What follows belongs to an exercise in optimizing a design on an open flow for small area, a short achievable clock period and few clock cycles per item; a production flow would make more cautious choices. The RTL was checked by simulation tests, not by an equivalence proof against the original design.

## flow/design.v (module list and top-level ports; edited modules follow where they fit)
// module bc5_block_decoder: 1975 lines
// module sq24_csa: 564 lines
module bc5_block_decoder (
    input  wire         clk,
    input  wire         rst,
    input  wire         in_valid,
    output wire         in_ready,
    input  wire [63:0]  in_red,
    input  wire [63:0]  in_green,
    input  wire         in_normal,
    output wire         out_valid,
    input  wire         out_ready,
    output wire [383:0] out_rgb
);
  // ...
==> flow/run.sh <==
#!/bin/bash
# synth_recipe.tcl (not shown) runs the flow's synth.tcl, then flattens the netlist and writes it again
# the make line also repeats each setting of config.mk as NAME=value (left out here)
make -C /OpenROAD-flow-scripts/flow DESIGN_CONFIG=/design/flow/config.mk WORK_HOME=/design/flow/orfs CLKGATE_MAP_FILE= SYNTH_SCRIPT=/design/flow/synth_recipe.tcl finish
==> flow/config.mk <==
export PLATFORM = sky130hd
export DESIGN_NAME = bc5_block_decoder
export DESIGN_NICKNAME = bc5_block_decoder
export VERILOG_FILES = /design/flow/design.v
export SDC_FILE = /design/flow/constraint.sdc
export NUM_CORES = 4
export LEC_CHECK = 0
export ABC_AREA = 1
export CAP_MARGIN = 40
export CORE_MARGIN = 2
export CORE_UTILIZATION = 40
export SLEW_MARGIN = 60
==> flow/constraint.sdc <==
create_clock -name core_clock -period 16.0 [get_ports {clk}]
set_input_delay 3.2000 -clock core_clock [delete_from_list [all_inputs] [get_ports {clk}]]
set_output_delay 3.2000 -clock core_clock [all_outputs]
set_load 0.01 [all_outputs]
==> impl_metrics.csv, run 1 <==
group,metric,value,unit
final_layout,area_growth,14.1,%
synth,netlist_instances,17912,
worst_setup_path,cp_top_family,"buffers and inverters",
final_layout,layout-drive-gt1-share,0.0517,
sta,clock_skew,0.0497,ns
detailed_routing,ant_nets,0,
hold_path,hold_depth,0,
placed_design,placed_cells,22544,
final_layout,fin_cells,23062,
synth,ys_seq_area_frac,0.380,
clocking,clk_latency,0.91,ns
worst_setup_path,crit_path_end_kind,"output port",
worst_setup_path,critPathLaunch,"fidx[2]",
synth,yosys.cell_count.top_type,"nand2_1",
floorplan,taps,4557,
sta,period_minus_slack,6.45,ns
worst_setup_path,path_buf_inv,2,
worst_setup_path,r2r_start,"s4_s_r[21]",
final_layout,nNonClkBuffers,648,
sta,worst_hold_slack,0.308,ns
status,status,"no timing/DRC/antenna violations",
synth,synthMuxAreaShare,0.00928,
hold_path,min-delay-start,"s6_s_g[27]",
placed_design,placed_area,148000,µm²
worst_setup_path,r2r-end,"s5_d_r[6]",
final_layout,clockNetworkAreaShare,0.0591,
clocking,clockBufferDepth,4,
final_layout,antenna_cells,24,
grt,antenna_found_initial,19,
worst_setup_path,cpPeakStageDelay,0.61,ns
worst_setup_path,crit_chain,"clkinv_2 > nor3_1 > nand2_1 > nor2_1 > clkdlybuf4s50_1",
grt,busiest_layer,"met2",
final_layout,largest_register_ffs,384,
run,drv_cap,0,
grt,grt_pass1_vias,108043,
worst_setup_path,rrSetupSlack,10.35,ns
final_layout,nonClockInverterCount,2932,
worst_setup_path,cp_data_required_time,12.80,ns
final_layout,regArea,52300,µm²
Testbench counts, summed over its fixed seeds: cycles 7,872, items 480.
==> run 2: changes to the inputs <==
--- a/flow/design.v
+++ b/flow/design.v
@@ -1622,59 +1622,55 @@
     reg          fsrc;               
     reg  [1:0]   outst;              
     reg  [4:0]   cap;                
     reg  [63:0]  ir_red, ir_green;
     reg          ir_normal;
     reg  [NST-1:0] vld;
     reg  [383:0] out_sr;
     wire         ov      = cap[4];
-    wire         rdy     = !fsrc && (fidx == 4'd15) && !outst[1];
+    reg          rdy;                
     assign in_ready  = rdy;
     assign out_valid = ov;
     assign out_rgb   = out_sr;
     wire         acc     = in_valid && rdy;
     wire         take    = ov && out_ready;
     wire         res_v   = vld[NST-1];
     wire         flush   = res_v && ov && !out_ready;
     wire         cap_in  = res_v && (!ov || out_ready);
     wire         feed    = fsrc || (in_valid && (fidx != 4'd15 || !outst[1]));
     wire [1:0]   outst_n = outst + {1'b0, acc} - {1'b0, take};
     wire [63:0]  src_r = fsrc ? ir_red   : in_red;
     wire [63:0]  src_g = fsrc ? ir_green : in_green;
     wire         src_n = fsrc ? ir_normal : in_normal;
+    wire [3:0]   fidx_n  = rst ? 4'd0 : flush ? 4'd0 : feed ? fidx + 4'd1 : fidx;
+    wire         fsrc_n  = rst ? 1'b0 : flush ? outst_n[1] : (feed && fidx == 4'd15) ? 1'b0 : fsrc;
+    wire [1:0]   outst_r = rst ? 2'd0 : outst_n;
     always @(posedge clk) begin
         if (acc) begin
             ir_red    <= in_red;
             ir_green  <= in_green;
             ir_normal <= in_normal;
         end
+        fidx  <= fidx_n;
+        fsrc  <= fsrc_n;
+        outst <= outst_r;
+        rdy   <= !fsrc_n && (fidx_n == 4'd15) && !outst_r[1];
         if (rst) begin
-            fidx  <= 4'd0;
-            fsrc  <= 1'b0;
-            outst <= 2'd0;
             cap   <= 5'd0;
             vld   <= {NST{1'b0}};
         end else begin
-            outst <= outst_n;
             if (take)
                 cap <= {4'd0, cap_in};
             else if (cap_in)
                 cap <= cap + 5'd1;
-            if (flush) begin
-                vld  <= {NST{1'b0}};
-                fidx <= 4'd0;
-                fsrc <= outst_n[1];
-            end else begin
+            if (flush)
+                vld <= {NST{1'b0}};
+            else
                 vld <= {vld[NST-2:0], feed};
-                if (feed) begin
-                    fidx <= fidx + 4'd1;
-                    if (fidx == 4'd15) fsrc <= 1'b0;
-                end
-            end
         end
         if (cap_in)
             out_sr <= {res, out_sr[383:24]};
     end
     reg [7:0] s0_ar, s0_br, s0_ag, s0_bg;
     reg [2:0] s0_cr, s0_cg;
     reg       s0_nm;
     always @(posedge clk) begin
==> run 2 against run 1 <==
- final cell count about the same
- synthesized area up 0.44%
- critical path type is now input port to flop
- routed wire length up 1.2%
- fmax up 12%
- setup slack better by 0.67 ns
- first-iteration DRC count down 7.0%
- register-to-register slack worse by 0.10 ns
- critical path depth up 5
- count of clock-buffer cells in the layout down 22
- global-route usage up 0.26 points
- still clean on timing, DRC and antenna
==> impl_metrics.csv, run 2 <==
group,metric,value,unit
detailed_routing,vias_per_cell,4.95,
final_layout,top_register,"out_sr",
sta,period_share,0.361,
hold_path,min-delay-start,"s12_q_g[6]",
worst_setup_path,rr_worst_depth,30,
synth,synth_top_area_frac,0.267,
worst_setup_path,slowest_stage,"clkdlybuf4s50_1",
hold_path,hold_end,"s13_q_g[6]",
worst_setup_path,cp_top_family,"buffers and inverters",
placed_design,io_buffers,518,
clocking,cts_buffers,269,
hold_path,worstHoldPathType,"flop to flop",
detailed_routing,drt_iter0_drc,7567,
sta,final.setup.tns,0,ns
clocking,ctsResizeCount,0,
clocking,clockBufferDepth,4,
synth,synth_cell_types,102,
final_layout,largest_register_ffs,384,
synth,syn-cell-area,138000,µm²
floorplan,initial_core_util,0.402,
placed_design,placed_cells,22578,
grt,gr-usage-all-layers,0.207,
final_layout,finish.utilization,0.458,
worst_setup_path,r2r_start,"s9_c_g[24]",
detailed_routing,vias,114107,
clocking,clkSlewWorstSetupHoldPaths,0.06,ns
synth,synth-async-reset-ratio,0,
clocking,htree_levels,5,
final_layout,nets,19614,
final_layout,area_growth,14.0,%
hold_path,hold_depth,0,
worst_setup_path,path_buf_inv,8,
synth,yosys.cell_count.top_type,"nand2_1",
grt,grt_pass1_vias,108554,
final_layout,layout_commonest_cell,"nand2_1",
synth,yosysTopAreaCell,"dfxtp_1",
worst_setup_path,crit_chain,"clkdlybuf4s50_1 > inv_1 > nand2_1 > nand2_1 > inv_12 > buf_16 > buf_8 > buf_12 > buf_16 > buf_16",
placed_design,dp_hpwl,288000,µm
worst_setup_path,start_kind,"input port",
clocking,clk_latency,0.90,ns
worst_setup_path,crit_path_end_kind,"flop",
floorplan,core,344000,µm²
worst_setup_path,cp_data_required_time,16.57,ns
detailed_routing,ant_nets,0,
synth,ys.flop_type,"dfxtp_1",
synth,ys_seq_area_frac,0.379,
worst_setup_path,arrival,6.34,ns
floorplan,die_w,592,µm
worst_setup_path,critPathMaxFanout,78,
clocking,cts_tree,"done",
sta,setup_viol,0,
worst_setup_path,r2r-end,"s10_n_g[22]",
placed_design,dpl_worst_slack,9.31,ns
detailed_routing,routed_wl,372000,µm
synth,synth_edf_count,513,
final_layout,layout-drive-gt1-share,0.0582,
grt,antenna_found_initial,14,
grt,grt_pass1_wl,590000,µm
sta,setup_slack,10.22,ns
synth,yosys_warnings,5,
sta,slew_violations,0,
floorplan,dieHeight,592,µm
worst_setup_path,path_class,"input port to flop",
synth,synth.area.top_cells,"dfxtp_1 27%, edfxtp_1 11%, nand2_1 11%, inv_1 7.8%, ha_1 6.7%",
status,status,"no timing/DRC/antenna violations",
clocking,postCtsHoldBufs,0,
placed_design,routabilityCongestion,0.916,
detailed_routing,drc,0,
clocking,clockRootBuffer,"clkbuf_16",
clocking,numClockSinks,2358,
synth,syn_avg_cell_area,7.70,µm²
run,drv_cap,0,
sta,tightest_slew,0.688,ns
worst_setup_path,rrSetupSlack,10.25,ns
final_layout,fin_cells,23067,
detailed_routing,wl_per_cell,16.1,µm
sta,timing.fmax,173,MHz
detailed_routing,detail_route.first_pass.iterations,10,
synth,synth_seq_cells,2358,
worst_setup_path,cpMostUsedCell,"buf_16",
grt,grt_overflow,0,
final_layout,reg_top3,"out_sr (384), ir_green (64), ir_red (64)",
sta,slew_headroom,0.540,
sta,clock_skew,0.0648,ns
sta,period_minus_slack,5.78,ns
worst_setup_path,cpPeakStageDelay,0.51,ns
floorplan,ios,519,
sta,rsz0062_at_grt,"false",
final_layout,final_cell_mix,"4020 x nand2_1, 2848 x inv_1, 1835 x dfxtp_1",
synth,synth_common_cells,"4028 x nand2_1, 2874 x inv_1, 1845 x dfxtp_1, 1662 x o21ai_0, 1288 x nor2_1",
sta,hold_viol_final,0,
floorplan,dieArea,350000,µm²
grt,grt_max_degree,117,
sta,worst_hold_slack,0.278,ns
floorplan,rows,215,
synth,netlist_instances,17951,
clocking,postCtsSetupRepairBufs,0,
## run 2: per-layer routing
layer	GRT usage	part of all wire	up-vias
li1	-	-	58463
met1	0.269	0.45	52344
met2	0.353	0.47	2732
met3	0.0249	0.052	566
met4	0.0761	0.038	2
met5	0	0.000035	-
## run 2: area by class of cell
cell class	instances	area [µm²]
Fill cell	34224	186000
Multi-Input combinational cell	12036	72600
Sequential cell	2358	52400
Inverter	2983	11200
Clock buffer	339	7420
Timing Repair Buffer	645	6250
Tap cell	4557	5700
Clock inverter	146	1930
Antenna cell	3	7.51
## run 2: kinds of logic after synthesis
| kind of cell | after synthesis | synth area share |
|---|---|---|
| buffers and inverters | 3558 | 0.0985 |
| muxes | 115 | 0.00839 |
| and+or+nand+nor | 6730 | 0.204 |
| xor gates and xnor gates | 672 | 0.0428 |
| AOI/OAI and AO/OA | 3329 | 0.136 |
| DFF | 2358 | 0.379 |
| other | 1 | 0.0000271 |
| adders and majority gates | 1188 | 0.132 |
## run 2: worst max path at each step
stage                     startpoint           to  slack (ns)  depth (start not counted)
after floorplan            out_ready       cap[3]        4.01                          7
after global placement     out_ready   out_sr[47]        9.22                          7
after detailed placement   out_ready   out_sr[67]        9.31                         10
after CTS                 s9_c_r[24]  s10_n_r[20]       10.12                         27
after global routing      s9_c_g[24]  s10_n_g[22]        9.50                         30
final                      out_ready   out_sr[65]       10.22                         10
## run 2: metrics by stage
| stage | area, µm² |
|---|---|
| 2_1_floorplan | 138000 |
| 3_3_place_gp | 148000 |
| 3_5_place_dp | 148000 |
| 4_1_cts | 157000 |
| 5_1_grt | 157000 |
| 6_report | 158000 |
## run 2: worst reg2reg max path: cells and delay by family, from the launching register on
family / cells / cell delay [ns]
adders and majority gates: 3 / 1.02
and+or+nand+nor: 11 / 1.39
DFF: 1 / 0.30
buffers and inverters: 9 / 1.63
AOI/OAI and AO/OA: 6 / 1.18
xor gates and xnor gates: 1 / 0.14
Testbench counts of run 2, summed over its fixed seeds: cycles 7,872, items 480.
==> run 3: changes to the inputs <==
--- a/flow/config.mk
+++ b/flow/config.mk
@@ -9,4 +9,5 @@
 export CAP_MARGIN = 40
 export CORE_MARGIN = 2
 export CORE_UTILIZATION = 40
+export PLACE_DENSITY = 0.75
 export SLEW_MARGIN = 60
==> run 3 against run 2 <==
- still clean on timing, DRC and antenna
- global-route usage about the same
- count of clock-buffer cells in the layout decreased by 27
- synthesized cell count unchanged
- first-iteration DRC count up 18%
- fmax up 2.2%
- non-clock buffer count up 10
==> impl_metrics.csv, run 3 <==
group,metric,value,unit
detailed_routing,drc,0,
final_layout,finish.utilization,0.456,
clocking,postCtsHoldBufs,0,
floorplan,dieArea,350000,µm²
synth,synth_cell_types,102,
grt,grt_max_degree,117,
floorplan,ios,519,
synth,ys.flop_type,"dfxtp_1",
synth,syn_avg_cell_area,7.70,µm²
final_layout,layout-drive-gt1-share,0.0586,
synth,synth_common_cells,"4028 x nand2_1, 2874 x inv_1, 1845 x dfxtp_1, 1662 x o21ai_0, 1288 x nor2_1",
detailed_routing,vias_per_cell,5.06,
sta,slew_violations,0,
grt,grt_overflow,0,
synth,netlist_instances,17951,
clocking,cts_tree,"done",
synth,synth-compound-area-share,0.136,
clocking,postCtsSetupRepairBufs,0,
clocking,htree_levels,4,
sta,rsz0062_at_grt,"false",
sta,period_minus_slack,5.65,ns
clocking,clockRootBuffer,"clkbuf_16",
placed_design,io_buffers,518,
detailed_routing,wl_per_cell,16.2,µm
synth,syn-cell-area,138000,µm²
worst_setup_path,slowest_stage,"dfxtp_1",
sta,timing.fmax,177,MHz
clocking,clkSlewWorstSetupHoldPaths,0.06,ns
synth,synth_edf_count,513,
synth,synthXorXnorAreaFrac,0.0428,
grt,grt_pass1_wl,589000,µm
grt,grt_pass1_vias,111064,
worst_setup_path,rrSetupSlack,10.35,ns
final_layout,largest_register_ffs,384,
worst_setup_path,start_kind,"flop",
floorplan,die_w,592,µm
synth,synth_top_area_frac,0.267,
placed_design,dp_hpwl,285000,µm
sta,final.setup.tns,0,ns
detailed_routing,drt_iter0_drc,8946,
clocking,ctsResizeCount,0,
status,status,"no timing/DRC/antenna violations",
synth,synthMuxAreaShare,0.00839,
final_layout,area_growth,13.5,%
worst_setup_path,cpMostUsedCell,"nand2_1",
sta,period_share,0.353,
final_layout,reg_top3,"out_sr (384), ir_green (64), ir_red (64)",
sta,setup_viol,0,
clocking,clockBufferDepth,4,
synth,synth.area.top_cells,"dfxtp_1 27%, edfxtp_1 11%, nand2_1 11%, inv_1 7.8%, ha_1 6.7%",
synth,synth_seq_cells,2358,
worst_setup_path,cp_data_required_time,16.80,ns
floorplan,core,344000,µm²
worst_setup_path,path_class,"flop to flop",
placed_design,placed_cells,22581,
clocking,cts_buffers,244,
sta,slew_headroom,0.594,
hold_path,worstHoldPathType,"flop to flop",
grt,antenna_found_initial,11,
sta,hold_viol_final,0,
synth,synth_fa_ha_area_frac,0.132,
final_layout,fin_cells,23055,
floorplan,dieHeight,592,µm
clocking,numClockSinks,2358,
grt,gr-usage-all-layers,0.207,
sta,tightest_slew,0.606,ns
detailed_routing,routed_wl,374000,µm
clocking,clk_latency,0.97,ns
placed_design,placed_area,148000,µm²
final_layout,nets,19599,
synth,yosysTopAreaCell,"dfxtp_1",
worst_setup_path,critPathMaxFanout,5,
synth,yosys.cell_count.top_type,"nand2_1",
detailed_routing,detail_route.first_pass.iterations,8,
detailed_routing,vias,116651,
final_layout,final_cell_mix,"4020 x nand2_1, 2852 x inv_1, 1829 x dfxtp_1",
run,drv_cap,0,
worst_setup_path,arrival,6.45,ns
floorplan,initial_core_util,0.402,
synth,synth-simple-area-share,0.204,
final_layout,top_register,"out_sr",
placed_design,routabilityCongestion,0.952,
detailed_routing,ant_nets,0,
synth,yosys_warnings,5,
synth,ys_seq_area_frac,0.379,
final_layout,layout_commonest_cell,"nand2_1",
synth,synth-async-reset-ratio,0,
worst_setup_path,crit_path_end_kind,"flop",
synth,synth_top_family_by_area,"simple AND/OR/NAND/NOR gates",
worst_setup_path,cpPeakStageDelay,0.43,ns
final_layout,stdcell_area,157000,µm²
sta,clock_skew,0.122,ns
floorplan,rows,215,
sta,worst_hold_slack,0.278,ns
[run 3: cell families after synthesis]
logic type               count (synthesis)
AND/OR/NAND/NOR                       6730
buffers and inverters                 3558
AO/OA/AOI/OAI                         3329
XOR/XNOR                               672
multiplexers                           115
adder cells (fa/ha/maj)               1188
other                                    1
flip-flops                            2358
[run 3: path summary, 6_finish.rpt]
kind | start | end | depth (start not counted)
hold / removal | s15_nm | s16_nm | 0
setup / recovery | s5_s_r[15] | s6_d_r[12] | 32
setup reg to reg | s5_s_r[15] | s6_d_r[12] | 32
hold reg to reg | s15_nm | s16_nm | 0
[run 3: per-stage QoR]
stage	setup WS [ns]
2_1_floorplan	4.01
3_3_place_gp	8.54
3_5_place_dp	9.44
4_1_cts	10.10
5_1_grt	9.66
6_report	10.35
[run 3: routing by layer]
metal,vias to the layer above,track usage,part of all wire
met3,779,0.0280,0.060
met2,3541,0.356,0.47
met1,53903,0.255,0.42
met4,0,0.102,0.051
met5,-,0,0
li1,58428,-,-
[run 3: final cells by class]
cell class | instances | area, µm²
well taps | 4557 | 5700
multi-input cells | 12036 | 72700
diodes | 10 | 25.0
clock buffers | 312 | 6760
clock inverters | 144 | 1720
inverters | 2983 | 11200
fillers | 33119 | 187000
flip-flops and latches | 2358 | 52400
repair buffers | 655 | 6330
[run 3: worst max-delay path, delay by kind of cell (launching register included)]
family                   cells  cell delay (ns)
XOR/XNOR                     6             1.50
AND/OR/NAND/NOR              8             1.06
flip-flops                   1             0.43
AO/OA/AOI/OAI                6             0.76
adder cells (fa/ha/maj)      6             1.39
buffers and inverters        6             0.34
==> run 4: changes to the inputs <==
--- a/flow/config.mk
+++ b/flow/config.mk
@@ -9,5 +9,5 @@
 export CAP_MARGIN = 40
 export CORE_MARGIN = 2
 export CORE_UTILIZATION = 40
-export PLACE_DENSITY = 0.75
+export PLACE_DENSITY = 0.92
 export SLEW_MARGIN = 60
==> run 4 against run 3 <==
- global-route usage down 0.41 points
- critical path type unchanged
- highest routed layer is now met5
==> impl_metrics.csv, run 4 <==
group,metric,value,unit
worst_setup_path,r2r-end,"s10_n_r[20]",
worst_setup_path,rrSetupSlack,9.70,ns
worst_setup_path,r2r_start,"s9_c_r[24]",
clocking,cts_tree,"done",
grt,gr-usage-all-layers,0.203,
floorplan,core,344000,µm²
detailed_routing,detail_route.first_pass.iterations,9,
final_layout,area_growth,13.1,%
worst_setup_path,critPathMaxFanout,62,
clocking,clockRootBuffer,"clkbuf_16",
clocking,postCtsHoldBufs,0,
final_layout,fillerInstances,31510,
placed_design,placed_area,148000,µm²
floorplan,initial_core_util,0.402,
placed_design,routabilityCongestion,0.946,
sta,setup_viol,0,
sta,period_share,0.394,
detailed_routing,drc,0,
final_layout,layout_commonest_cell,"nand2_1",
sta,timing.fmax,159,MHz
final_layout,reg_top3,"out_sr (384), ir_green (64), ir_red (64)",
synth,ys.flop_type,"dfxtp_1",
synth,syn_avg_cell_area,7.70,µm²
floorplan,die_w,592,µm
synth,ys_seq_area_frac,0.379,
detailed_routing,wl_per_cell,16.0,µm
placed_design,dp_hpwl,277000,µm
synth,yosys_warnings,5,
grt,grt_overflow,0,
detailed_routing,met2_length,178000,µm
final_layout,fin_cells,23025,
worst_setup_path,cpPeakStageDelay,0.84,ns
worst_setup_path,path_buf_inv,7,
sta,period_minus_slack,6.30,ns
final_layout,nets,19579,
synth,netlist_instances,17951,
synth,synth_edf_count,513,
placed_design,placed_cells,22568,
synth,yosys.cell_count.top_type,"nand2_1",
synth,synth_seq_cells,2358,
final_layout,largest_register_ffs,384,
worst_setup_path,cp_data_required_time,16.86,ns
synth,yosysTopAreaCell,"dfxtp_1",
sta,final.setup.tns,0,ns
clocking,htree_levels,4,
placed_design,dpl_worst_slack,8.88,ns
detailed_routing,wl_met3,27500,µm
clocking,cts_buffers,237,
floorplan,rows,215,
detailed_routing,drt-met1-wl,143000,µm
final_layout,regArea,52400,µm²
sta,worst_hold_slack,0.247,ns
clocking,clkSlewWorstSetupHoldPaths,0.07,ns
detailed_routing,highest_layer,"met5",
hold_path,hold_end,"s8_s_r[8]",
floorplan,dieArea,350000,µm²
grt,grt_pass1_vias,115469,
synth,synth_common_cells,"4028 x nand2_1, 2874 x inv_1, 1845 x dfxtp_1, 1662 x o21ai_0, 1288 x nor2_1",
grt,grt_max_degree,117,
synth,synth.area.top_cells,"dfxtp_1 27%, edfxtp_1 11%, nand2_1 11%, inv_1 7.8%, ha_1 6.7%",
synth,synth-async-reset-ratio,0,
worst_setup_path,start_kind,"flop",
grt,antenna_found_initial,8,
hold_path,hold_depth,0,
detailed_routing,routed_wl,369000,µm
synth,synth_top_area_frac,0.267,
clocking,postCtsSetupRepairBufs,0,
hold_path,worstHoldPathType,"flop to flop",
final_layout,finish.utilization,0.455,
detailed_routing,ant_nets,0,
synth,synth_cell_types,102,
hold_path,min-delay-start,"s7_s_r[8]",
worst_setup_path,rr_worst_depth,27,
worst_setup_path,path_class,"flop to flop",
final_layout,top_register,"out_sr",
sta,tightest_slew,0.734,ns
final_layout,multi_input_area,72600,µm²
worst_setup_path,arrival,7.16,ns
run,drv_cap,0,
status,status,"no timing/DRC/antenna violations",
sta,slew_headroom,0.498,
worst_setup_path,cpMostUsedCell,"inv_1",
sta,rsz0062_at_grt,"false",
sta,setup_slack,9.70,ns
floorplan,ios,519,
detailed_routing,drt_iter0_drc,10622,
clocking,ctsResizeCount,0,
sta,clock_skew,0.105,ns
final_layout,layout-drive-gt1-share,0.0559,
sta,hold_viol_final,0,
sta,slew_violations,0,
grt,grt_pass1_wl,586000,µm
worst_setup_path,crit_path_end_kind,"flop",
detailed_routing,vias_per_cell,5.20,
worst_setup_path,worst-path-stages,27,
clocking,clk_latency,0.97,ns
synth,syn-cell-area,138000,µm²
clocking,clockBufferDepth,4,
clocking,numClockSinks,2358,
final_layout,final_cell_mix,"4020 x nand2_1, 2853 x inv_1, 1831 x dfxtp_1",
worst_setup_path,cp_top_family,"simple AND/OR/NAND/NOR gates",
placed_design,io_buffers,518,
final_layout,stdcell_area,156000,µm²
worst_setup_path,slowest_stage,"ha_2",
floorplan,dieHeight,592,µm
detailed_routing,vias,119728,
[run 4: area by class of cell]
cell class	instances	area share
timing repair buffer	642	0.0402
clock inverter	130	0.00930
clock buffer	310	0.0422
multi-input combinational	12036	0.465
inverter	2983	0.0719
sequential	2358	0.335
antenna	9	0.000144
tap	4557	0.0365
[run 4: logic make-up (layout without fill, tap and decap cells)]
group | after synthesis | in the layout | share of synthesized area
adders and majority gates | 1188 | 1188 | 0.132
DFF | 2358 | 2358 | 0.379
AOI/OAI and AO/OA | 3329 | 3329 | 0.136
xor gates and xnor gates | 672 | 672 | 0.0428
and+or+nand+nor | 6730 | 6730 | 0.204
other | 1 | 11 | 0.0000271
muxes | 115 | 115 | 0.00839
buffers and inverters | 3558 | 4065 | 0.0985
[run 4: worst max path at each step]
stage / from / end
final: s9_c_r[24] / s10_n_r[20]
after global routing: s9_c_r[24] / s10_n_r[20]
after detailed placement: out_ready / out_sr[346]
after CTS: out_ready / out_sr[346]
after floorplan: out_ready / cap[3]
after global placement: out_ready / out_sr[374]
[run 4: per-layer routing]
| layer | vias to the layer above | GRT usage |
|---|---|---|
| met4 | 2 | 0.108 |
| met2 | 5111 | 0.360 |
| met5 | - | 0 |
| li1 | 58393 | - |
| met3 | 1061 | 0.0306 |
| met1 | 55161 | 0.236 |
==> run 5: changes to the inputs <==
--- a/flow/config.mk
+++ b/flow/config.mk
@@ -9,5 +9,5 @@
 export CAP_MARGIN = 40
 export CORE_MARGIN = 2
 export CORE_UTILIZATION = 40
-export PLACE_DENSITY = 0.92
+export PLACE_DENSITY = 0.85
 export SLEW_MARGIN = 60
==> run 5 against run 4 <==
- register-to-register slack gained 0.41 ns
- final area grew 0.32%
- flip-flop and latch count unchanged
- clock skew fell by 0.0066 ns
- synthesized cell count unchanged
- fmax shrank 1.7%
- largest cell class unchanged
==> impl_metrics.csv, run 5 <==
group,metric,value,unit
status,status,"no timing/DRC/antenna violations",
final_layout,layout_commonest_cell,"nand2_1",
worst_setup_path,critPathMaxFanout,76,
floorplan,dieHeight,592,µm
sta,rsz0062_at_grt,"false",
detailed_routing,vias,118217,
hold_path,hold_depth,0,
floorplan,rows,215,
sta,worst_hold_slack,0.262,ns
clocking,ctsResizeCount,0,
detailed_routing,drt-met1-wl,143000,µm
synth,ys_seq_area_frac,0.379,
detailed_routing,highest_layer,"met5",
worst_setup_path,r2r_start,"s5_s_r[15]",
sta,slew_violations,0,
worst_setup_path,arrival,6.95,ns
grt,grt_overflow,0,
synth,yosysTopAreaCell,"dfxtp_1",
worst_setup_path,rr_worst_depth,32,
hold_path,worstHoldPathType,"flop to flop",
synth,synthMuxAreaShare,0.00839,
worst_setup_path,path_class,"input port to flop",
sta,setup_viol,0,
sta,slew_headroom,0.591,
grt,antenna_found_initial,17,
final_layout,reg_top3,"out_sr (384), ir_green (64), ir_red (64)",
detailed_routing,wl_per_cell,15.9,µm
synth,syn_avg_cell_area,7.70,µm²
synth,syn-cell-area,138000,µm²
detailed_routing,vias_per_cell,5.13,
floorplan,core,344000,µm²
synth,synth_top_family_by_area,"simple AND/OR/NAND/NOR gates",
sta,period_share,0.401,
clocking,postCtsHoldBufs,0,
clocking,clkSlewWorstSetupHoldPaths,0.06,ns
synth,ys.flop_type,"dfxtp_1",
synth,synth-simple-area-share,0.204,
hold_path,min-delay-start,"s5_s_r[17]",
grt,grt_max_degree,117,
synth,synth_common_cells,"4028 x nand2_1, 2874 x inv_1, 1845 x dfxtp_1, 1662 x o21ai_0, 1288 x nor2_1",
synth,synthXorXnorAreaFrac,0.0428,
synth,synth-async-reset-ratio,0,
clocking,clk_latency,0.95,ns
clocking,clockRootBuffer,"clkbuf_16",
synth,yosys.cell_count.top_type,"nand2_1",
grt,gr-usage-all-layers,0.204,
clocking,cts_tree,"done",
synth,synth_top_area_frac,0.267,
detailed_routing,routed_wl,367000,µm
run,drv_cap,0,
synth,synth_edf_count,513,
sta,hold_viol_final,0,
sta,tightest_slew,0.612,ns
final_layout,stdcell_area,157000,µm²
clocking,postCtsSetupRepairBufs,0,
grt,grt_pass1_wl,583000,µm
final_layout,top_register,"out_sr",
worst_setup_path,start_kind,"input port",
synth,yosys_warnings,5,
worst_setup_path,critPathLaunch,"out_ready",
floorplan,initial_core_util,0.402,
synth,synth-compound-area-share,0.136,
floorplan,dieArea,350000,µm²
final_layout,area_growth,13.4,%
synth,synth_fa_ha_area_frac,0.132,
synth,netlist_instances,17951,
final_layout,nets,19593,
placed_design,io_buffers,518,
detailed_routing,met2_length,178000,µm
placed_design,dp_hpwl,278000,µm
floorplan,die_w,592,µm
final_layout,largest_register_ffs,384,
worst_setup_path,cp_data_required_time,16.54,ns
synth,synth_seq_cells,2358,
detailed_routing,drt_iter0_drc,8884,
detailed_routing,detail_route.first_pass.iterations,6,
final_layout,final_cell_mix,"4021 x nand2_1, 2849 x inv_1, 1834 x dfxtp_1",
sta,period_minus_slack,6.41,ns
final_layout,layout-drive-gt1-share,0.0578,
placed_design,dpl_worst_slack,8.75,ns
synth,synth.area.top_cells,"dfxtp_1 27%, edfxtp_1 11%, nand2_1 11%, inv_1 7.8%, ha_1 6.7%",
floorplan,ios,519,
sta,setup_slack,9.59,ns
clocking,cts_buffers,240,
detailed_routing,drc,0,
grt,grt_pass1_vias,113332,
final_layout,fin_cells,23056,
clocking,clockBufferDepth,4,
clocking,numClockSinks,2358,
final_layout,finish.utilization,0.456,
clocking,htree_levels,4,
sta,timing.fmax,156,MHz
synth,synth_cell_types,102,
sta,final.setup.tns,0,ns
placed_design,placed_cells,22573,
detailed_routing,ant_nets,0,
sta,clock_skew,0.0982,ns
detailed_routing,wl_met3,23400,µm
placed_design,placed_area,148000,µm²
worst_setup_path,crit_path_end_kind,"flop",
placed_design,routabilityCongestion,0.945,
-- run 5: changes by cell type in the layout (fill, tap and decap cells not counted), moves of 4 or more --
cell | before | now
clkbuf_16 | 239 | 252
clkbuf_1 | 35 | 25
buf_4 | 98 | 107
diode_2 | 9 | 18
clkinvlp_4 | 16 | 21
dfxtp_4 | 6 | 1
clkbuf_8 | 35 | 39
clkinv_1 | 42 | 38
inv_1 | 2853 | 2849
-- run 5: logic make-up after synthesis --
kind of cell             Yosys count
other                              1
multiplexers                     115
adder cells (fa/ha/maj)         1188
AND/OR/NAND/NOR                 6730
XOR/XNOR                         672
flip-flops                      2358
buffers and inverters           3558
AO/OA/AOI/OAI                   3329
-- run 5: final timing paths --
kind                 end  slack, ns
min           s6_s_r[17]       0.26
max reg2reg   s6_d_r[12]      10.11
max          out_sr[286]       9.59
min reg2reg   s6_s_r[17]       0.26
-- run 5: final cells by class --
class	instances	area, µm²
well taps	4557	5700
flip-flops and latches	2358	52400
repair buffers	653	6350
diodes	18	45.0
multi-input cells	12036	72600
clock buffers	314	6900
inverters	2983	11200
clock inverters	137	1590
fillers	32169	187000
-- run 5: metal layers --
layer	track usage	vias to the layer above
met5	0	-
met4	0.119	6
met3	0.0292	1017
met2	0.360	4266
met1	0.234	54499
li1	-	58429
-- run 5: worst max-delay path, stage by stage --
cell,delay [ns]
clkdlybuf4s50_1,0.49
inv_1,0.06
nand2_1,0.07
nand2_1,0.23
inv_12,0.24
buf_16,0.34
buf_12,0.25
buf_16,0.30
buf_16,0.36
buf_6,0.48
buf_8,0.37
buf_12,0.29

## afterwards: timing with drivers on the ports
How much do the figures lean on ideal ports? The routed layouts below were timed once more, with nothing changed but the port constraints.
Step 1: set_driving_cell puts a clkbuf_16 on clk and a buf_2 on each other input, an assumption about the parent block.
Step 2 adds t to the input delays and takes it off the output delays; t is the mean of the earliest and latest rising clock arrival at the registers after step 1. Input paths then give back, and output paths get back, about the clock's delay inside the block.
Three values: ideal ports, drivers, drivers and shift; two values: the first two.
| run | shift t [ns] | setup WS [ns] | worst data-port slew with drivers (ns) | cell pins on the clock port's net |
|---|---|---|---|---|
| run 1 | 0.990 | 9.549 / 9.442 / 8.933 | 0.08 | 1 |
| run 2 | 0.970 | 10.224 / 10.251 / 9.331 | 0.07 | 1 |
| run 3 | 1.012 | 10.348 / 10.341 / 9.461 | 0.06 | 1 |
| run 4 | 1.010 | 9.699 / 9.699 / 8.821 | 0.08 | 1 |
| run 5 | 1.002 | 9.589 / 9.668 / 8.667 | 0.08 | 1 |
After both steps every run listed still meets setup and hold. The setup slack of run 5, which loses most, moves by +0.079 ns with the drivers and by -0.922 ns with both steps.
